From an optimization exercise on the open Yosys and OpenROAD flow, aimed at small area, a short achievable clock period and few clock cycles per item; shortcuts taken in it are not production practice. RTL that was checked went through simulation tests only; none was proved equivalent to the original. No activity file was given, so power comes from the tool's default toggle rates.

Setup of main:
==> flow/design.v (excerpt) <==
module si4464_rf_encoder #(
    parameter [31:0] FREQ_MIN_HZ    = 32'd400000000,
    parameter [31:0] FREQ_MAX_HZ    = 32'd406000000,
    parameter [31:0] BAND_MID_HZ    = 32'd403000000,
    parameter [7:0]  INT_LOW        = 8'd61,
    parameter [7:0]  INT_HIGH       = 8'd62,
    parameter [31:0] REF_DIVISOR_HZ = 32'd6500000,
    parameter [31:0] XTAL_FREQ_HZ   = 32'd26000000
) (
    input  wire        clk,
    input  wire        rst,         
    input  wire        in_valid,
    output wire        in_ready,
    input  wire [63:0] in_word,     
    input  wire [31:0] in_rb,       
    output reg         out_valid,
    input  wire        out_ready,
    output wire [3:0]  out_status,  
    output wire [2:0]  out_len,     
    output wire [39:0] out_data     
);
==> flow/config.mk <==
export PLATFORM = sky130hd
export DESIGN_NAME = si4464_rf_encoder
export DESIGN_NICKNAME = si4464_rf_encoder
export VERILOG_FILES = /design/flow/design.v
export SDC_FILE = /design/flow/constraint.sdc
export NUM_CORES = 4
export LEC_CHECK = 0
export CAP_MARGIN = 20
export CORE_MARGIN = 2
export CORE_UTILIZATION = 40
export PLACE_DENSITY = 0.6
export SLEW_MARGIN = 20
export SYNTH_HIERARCHICAL = 1
==> flow/constraint.sdc <==
create_clock -name core_clock -period 70.0 [get_ports {clk}]
set_input_delay 14.0000 -clock core_clock [delete_from_list [all_inputs] [get_ports {clk}]]
set_output_delay 14.0000 -clock core_clock [all_outputs]
set_load 0.01 [all_outputs]
standard.sh (not shown) runs the stock make flow with config.mk's settings and CLKGATE_MAP_FILE= SYNTH_SCRIPT=/design/flow/synth_recipe.tcl, a recipe that flattens the netlist after the stock synthesis.
==> flow/flow/run.sh <==
#!/bin/bash
# The standard layout: the standard.sh runs every ORFS step from
# synthesis to finish (its output is in standard.log, each tool's own log in
# orfs/logs/). Two settings differ from the defaults:
#  - the buffer ORFS puts on every input and output port is buf_1, the
#    smallest buffer, instead of clkdlybuf4s50_1;
#  - clock tree synthesis uses clkbuf_8 below a clkbuf_16 root and inserts
#    no dummy loads.
set -euo pipefail
export BUFFER_PORTS_ARGS="-buffer_cell sky130_fd_sc_hd__buf_1"
export CTS_ARGS="-sink_clustering_enable -repair_clock_nets -dont_use_dummy_load -buf_list sky130_fd_sc_hd__clkbuf_8 -root_buf sky130_fd_sc_hd__clkbuf_16"
bash standard.sh > standard.log 2>&1
main reached the final stage; the timing, DRC and antenna checks on its layout passed.
Testbench counts of main, summed over its fixed seeds: cycles 16,016, items 16,000.
> inputs changed (main -> the feature branch)
--- a/flow/design.v
+++ b/flow/design.v
@@ -28,25 +28,25 @@
     wire [1:0]  osr_sel  = in_rb[27:26];
     wire [25:0] nco_mode = in_rb[25:0];
     wire        q_nz = (nco_mode >= 26'd26000000);     
     wire        q2   = (nco_mode >= 26'd52000000);     
     reg  [1:0]  t_in;
     always @(*) begin
         case (osr_sel)
             2'd1:    t_in = q2 ? 2'd3 : 2'd2;
             2'd2:    t_in = q2 ? 2'd2 : 2'd1;
             default: t_in = q2 ? 2'd1 : 2'd0;
         endcase
     end
-    wire [23:0] adj_in = in_word[55:32] | {21'd0, {3{opc[1]}} & {q_nz, t_in}};
+    wire [23:0] adj_in = opc[1] ? {21'd0, q_nz, t_in} : in_word[55:32];
     reg         s1_valid;
     reg         s1_freq, s1_dr, s1_hi;
     reg  [21:0] s1_x;
     reg         s1_f27;
     reg  [23:0] s1_adj;
     wire [21:0] x   = s1_x;
     wire [21:0] xn  = ~x;
     wire        f27 = s1_f27;
     wire        s1_band = s1_hi && (s1_f27 ? (s1_x <= 22'd3346816) : (s1_x >= 22'd1541120));
     wire        low = !s1_f27 || (s1_x < 22'd346816);
     wire [23:0] adj = s1_adj;
     wire [15:0] bps   = s1_x[15:0];
@@ -708,25 +708,25 @@
     wire s41, c42;
     si4464_fa u_r41 (.a(a41), .b(b41), .c(c41), .s(s41), .co(c42));
     wire s42, c43;
     si4464_fa u_r42 (.a(a42), .b(b42), .c(c42), .s(s42), .co(c43));
     wire s43, c44;
     si4464_fa u_r43 (.a(a43), .b(b43), .c(c43), .s(s43), .co(c44));
     wire s44 = a44 ^ b44 ^ c44;
     wire [24:0] sum = {s44, s43, s42, s41, s40, s39, s38, s37, s36, s35, s34, s33, s32, s31, s30, s29, s28, s27, s26, s25, s24, s23, s22, s21, s20};
     wire        f_ok = s1_freq && s1_band && !sum[24];
     wire [1:0]  res_kind = f_ok ? 2'd0 : s1_dr ? 2'd1 : s1_freq ? 2'd2 : 2'd3;
     wire [26:0] res = {res_kind, !low, sum[23:0]};
     reg [26:0] h, k;
-    reg        h_fok, h_nfok, h_dok, h_ndok, h_ok, h_fbad, h_ill;
+    reg        h_fok, h_nfok, h_dok, h_ndok, h_fbad;
     reg        k_valid, in_rdy;
     assign in_ready = in_rdy;
     wire take   = out_valid && out_ready;
     wire accept = in_valid && in_rdy;
     wire full   = out_valid && k_valid;
     wire move   = s1_valid && !full;        
     wire s1_en  = !(s1_valid && full);      
     wire h_en   = !out_valid || take;
     wire s1_valid_nx = s1_en ? accept : 1'b1;
     wire out_valid_nx = h_en ? (k_valid || move) : 1'b1;
     wire k_valid_nx = k_valid ? !take : (move && out_valid && !take);
     always @(posedge clk) begin
@@ -753,33 +753,33 @@
         end
     end
     wire [26:0] h_src  = k_valid ? k : res;
     wire [1:0]  h_kind = h_src[26:25];
     always @(posedge clk) begin
         if (!k_valid) k <= res;
         if (h_en) begin
             h      <= h_src;
             h_fok  <= (h_kind == 2'd0);
             h_nfok <= (h_kind != 2'd0);
             h_dok  <= (h_kind == 2'd1);
             h_ndok <= (h_kind != 2'd1);
-            h_ok   <= !h_kind[1];
             h_fbad <= (h_kind == 2'd2);
-            h_ill  <= (h_kind == 2'd3);
         end
     end
     wire        r_nhi  = h[24];
     wire [23:0] v      = h[23:0];
-    assign out_status = {h_ill, h_ill, h_fbad, !h_ok};
-    assign out_len    = {h_fok, h_dok, h_ok};
+    wire        r_nok = h_nfok && h_ndok;           
+    wire        r_ill = r_nok && !h_fbad;
+    assign out_status = {r_ill, r_ill, h_fbad, r_nok};
+    assign out_len    = {h_fok, h_dok, !r_nok};
     assign out_data[39:32] = {1'b0, h_dok && v[21], h_fok || (h_dok && v[20]),
                               h_fok || (h_dok && v[19]), h_fok || (h_dok && v[18]),
                               h_fok || (h_dok && v[17]), h_dok && v[16],
                               (h_fok && r_nhi) || (h_dok && v[15])};
     assign out_data[31:24] = h_dok ? v[14:7] : 8'd0;
     assign out_data[23:16] = (h_fok ? v[23:16] : 8'd0) | (!h_ndok ? {v[6:0], 1'b0} : 8'd0);
     assign out_data[15:0]  = !h_nfok ? v[15:0] : 16'd0;
 endmodule
 module si4464_fa (input wire a, input wire b, input wire c,
                   output wire s, output wire co);
     assign s  = a ^ b ^ c;
     assign co = (a & b) | (a & c) | (b & c);
### Flow results
Comparing worst setup slack for main and the feature branch, the bigger number came from main.
Comparing share of the yosys chip area belonging to registers for main and the feature branch, the bigger number came from main.
Relative to main, combinational power has gone down in the feature branch.
The post-route total power in the feature branch was lower than what main gave.
Clock-buffer cell count: the feature branch vs main down 8
Post-synthesis net count was lower in main than in the feature branch.
The feature branch ends up with lower sequential cell area than main does.
The RTL of the feature branch was laid out without a check of its function.

-- port drivers added, routing unchanged --
In the flow no input, the clock included, has a driving cell. The finished layouts below were timed again as built, in two steps. Step 1 sets driving cells, clkbuf_16 on the clock port and buf_2 on the other inputs (assumed; they add their load-dependent delay and slew). Step 2 times the ports against the registers' clock, not the clock port: input delays grow and output delays shrink by t, the midpoint of the rising clock arrivals with the driver on. Three values: ideal, step 1, step 2; two values: the first two.
run	t (ns)	slack for setup (ns)	clock arrival spread, ns	worst data-port slew with drivers (ns)
main	0.395	54.587 / 54.543 / 54.388	0.043 / 0.043	0.04
the feature branch	0.399	54.447 / 54.402 / 54.459	0.023 / 0.023	0.04
After both steps every run listed still meets setup and hold. For main, which loses most, drivers alone change the setup slack by -0.044 ns; drivers and shift together by -0.199 ns.
